Source: an optimization exercise on an open RTL-to-GDS flow (aim: small area, a short achievable clock period and few clock cycles per item). Production flows keep margins and buffers that such runs may drop. In this exercise RTL edits were held to simulation tests only and were not proved equivalent to the original. Power and IR drop assume default switching activity.

== v18 ==
// envelope_generator
module envelope_generator (
    input  wire        clk,
    input  wire        rst,           
    input  wire        cmd_valid,
    output wire        cmd_ready,
    input  wire [1:0]  cmd_op,        
    input  wire [4:0]  cmd_voice,     
    input  wire [3:0]  cmd_ar,        
    input  wire [3:0]  cmd_d1r,       
    input  wire [3:0]  cmd_d2r,       
    input  wire [3:0]  cmd_rr,        
    input  wire [3:0]  cmd_dl,        
    input  wire [3:0]  cmd_krs,       
    input  wire [3:0]  cmd_oct,       
    input  wire        cmd_oct_lsb,   
    output reg         rsp_valid,
    output reg  [9:0]  rsp_level,     
    output reg         rsp_stop       
);
export LEC_CHECK = 0
export CAP_MARGIN = 20
export CORE_MARGIN = 2
export CORE_UTILIZATION = 65
export CTS_CLUSTER_DIAMETER = 150
export CTS_CLUSTER_SIZE = 26
export SLEW_MARGIN = 20
export SYNTH_MEMORY_MAX_BITS = 65536
create_clock -name core_clock -period 15.0 [get_ports {clk}]
standard.sh (not shown) runs the stock make flow with config.mk's settings and CLKGATE_MAP_FILE= SYNTH_SCRIPT=/design/flow/synth_recipe.tcl, a recipe that flattens the netlist after the stock synthesis.
==> flow/flow/run.sh <==
#!/bin/bash
# The standard layout (standard.sh), with three changes:
#  1. After the standard synthesis, the combinational logic between the
#     registers is mapped again by Yosys/ABC (yosys.log): the registers keep
#     their names and cells; only the gates between them change.
#  2. The buffers placed on the ports are sky130_fd_sc_hd__buf_2 cells instead of
#     the slow delay buffer the placer picks by default.
#  3. The timing repair after clock tree synthesis and global routing aims for a
#     setup slack margin of 10.9 ns at the design's clock period.
set -euo pipefail
W=$(pwd)
R=$W/orfs/results/$FLOW_PLATFORM/envelope_generator/base
LIB=$FLOW_HOME/platforms/$FLOW_PLATFORM/lib/sky130_fd_sc_hd__tt_025C_1v80.lib
YOSYS=$(command -v yosys || echo $FLOW_HOME/../tools/install/yosys/bin/yosys)
DONT_USE="sky130_fd_sc_hd__lpflow_bleeder_1 sky130_fd_sc_hd__lpflow_clkbufkapwr_1 sky130_fd_sc_hd__lpflow_clkbufkapwr_16 sky130_fd_sc_hd__lpflow_clkbufkapwr_2 sky130_fd_sc_hd__lpflow_clkbufkapwr_4 sky130_fd_sc_hd__lpflow_clkbufkapwr_8 sky130_fd_sc_hd__lpflow_clkinvkapwr_1 sky130_fd_sc_hd__lpflow_clkinvkapwr_16 sky130_fd_sc_hd__lpflow_clkinvkapwr_2 sky130_fd_sc_hd__lpflow_clkinvkapwr_4 sky130_fd_sc_hd__lpflow_clkinvkapwr_8 sky130_fd_sc_hd__lpflow_decapkapwr_12 sky130_fd_sc_hd__lpflow_decapkapwr_3 sky130_fd_sc_hd__lpflow_decapkapwr_4 sky130_fd_sc_hd__lpflow_decapkapwr_6 sky130_fd_sc_hd__lpflow_decapkapwr_8 sky130_fd_sc_hd__lpflow_inputiso0n_1 sky130_fd_sc_hd__lpflow_inputiso0p_1 sky130_fd_sc_hd__lpflow_inputiso1n_1 sky130_fd_sc_hd__lpflow_inputiso1p_1 sky130_fd_sc_hd__lpflow_inputisolatch_1 sky130_fd_sc_hd__lpflow_isobufsrc_1 sky130_fd_sc_hd__lpflow_isobufsrc_16 sky130_fd_sc_hd__lpflow_isobufsrc_2 sky130_fd_sc_hd__lpflow_isobufsrc_4 sky130_fd_sc_hd__lpflow_isobufsrc_8 sky130_fd_sc_hd__lpflow_isobufsrckapwr_16 sky130_fd_sc_hd__lpflow_lsbuf_lh_hl_isowell_tap_1 sky130_fd_sc_hd__lpflow_lsbuf_lh_hl_isowell_tap_2 sky130_fd_sc_hd__lpflow_lsbuf_lh_hl_isowell_tap_4 sky130_fd_sc_hd__lpflow_lsbuf_lh_isowell_4 sky130_fd_sc_hd__lpflow_lsbuf_lh_isowell_tap_1 sky130_fd_sc_hd__lpflow_lsbuf_lh_isowell_tap_2 sky130_fd_sc_hd__lpflow_lsbuf_lh_isowell_tap_4 sky130_fd_sc_hd__probe_p_8 sky130_fd_sc_hd__probec_p_8 "

export BUFFER_PORTS_ARGS="-buffer_cell sky130_fd_sc_hd__buf_2"
export SETUP_SLACK_MARGIN=10.9

# standard synthesis
bash standard.sh synth > standard_synth.log 2>&1

# map the logic between the registers again
cp $R/1_2_yosys.v $W/standard_netlist.v
FF=$(grep -oE "sky130_fd_sc_hd__e?dfxtp_[0-9]+" $W/standard_netlist.v | sort -u | tr '\n' ' ')
DU=""
for c in $DONT_USE; do DU="$DU -dont_use $c"; done
cat > $W/remap.ys <<EOT
read_liberty -ignore_miss_func $LIB
read_verilog $W/standard_netlist.v
hierarchy -top $FLOW_TOP
blackbox $FF
flatten
opt -purge
abc -liberty $LIB $DU -D 4000
opt_clean -purge
stat -liberty $LIB
write_verilog -noattr $W/remapped.v
EOT
$YOSYS -s $W/remap.ys > $W/yosys.log 2>&1
cp $W/remapped.v $R/1_2_yosys.v
rm -f $R/1_synth.odb $R/1_synth.sdc

# the rest of the standard layout
bash standard.sh > standard_flow.log 2>&1
Testbench counts of v18, summed over its fixed seeds: cycles 46,656, cmds 45,850.
#### Input delta (v20 over v18)
- putting GPL_TIMING_DRIVEN at 0 where nothing was set
- swapping 150 for 100 in CTS_CLUSTER_DIAMETER
### Flow results
Between v20 and v18, the clock network contribution to total cell area does not differ in any meaningful way.
Summary of v20 over v18: count of clock-buffer cells in the layout went up by 5.8%; met1 global-route usage lost 0.82 points.
Modified inputs, v3 compared to v20
- CTS_CLUSTER_SIZE: 26 -> 20
- GPL_TIMING_DRIVEN: 0 -> unset
==> comparison <==
- Diff v20 -> v3: total power grew by 3.9%, proportion of layout cells with a drive suffix above 1 rose 0.34 points, number of gates resized after cts decreased by 5.3% relative to the old numbers.
- [compare] base=v20 new=v3: number of nets in the layout picked up an extra 22; sequential share of cell area lost 0.61 points.
- Setup slack in v3 is smaller than in v20.
Input changes introduced in v5 (baseline for comparison: v3):
- swapping 20 for 26 in CTS_CLUSTER_SIZE
- putting PLACE_DENSITY at 0.75 where nothing was set
--- outcome ---
- Compared with v3, in v5 length of routed met3 wiring now sits lower, number of global-route vias before repair -373, reg2reg setup slack has remained practically unchanged, antenna cell count increased 1.
- Taking v3 as the reference, in v5 clock tree cell share of total cell area decreased by 1.2 points relative to the old numbers; routed wire length now smaller.
- v5 — sequential fraction of total cell area 0.89 points higher, v3 as reference

==> separate check: timing with driven ports <==
The results above use ideal ports. As a check the final layouts listed here were re-extracted and re-timed, cells and wires unchanged. Step 1, drivers: a clkbuf_16 drives clk and a buf_2 each remaining input, both assumed. Step 2 also shifts input and output timing later by t, the mid clock arrival at the registers, as if the neighbouring blocks saw the same clock. Three values: ideal ports, drivers, drivers and shift; two values: the first two.
run | t (ns) | setup WS [ns] | worst slew at a driven data input, ns
v18 | 0.716 | 10.852 / 10.787 / 10.477 | 0.06
v20 | 0.718 | 10.853 / 10.787 / 10.331 | 0.04
v3 | 0.729 | 10.834 / 10.768 / 10.228 | 0.05
v5 | 0.712 | 10.862 / 10.794 / 10.479 | 0.08
After both steps every run listed still meets setup and hold. For v3, which loses most, drivers alone change the setup slack by -0.066 ns; drivers and shift together by -0.606 ns.
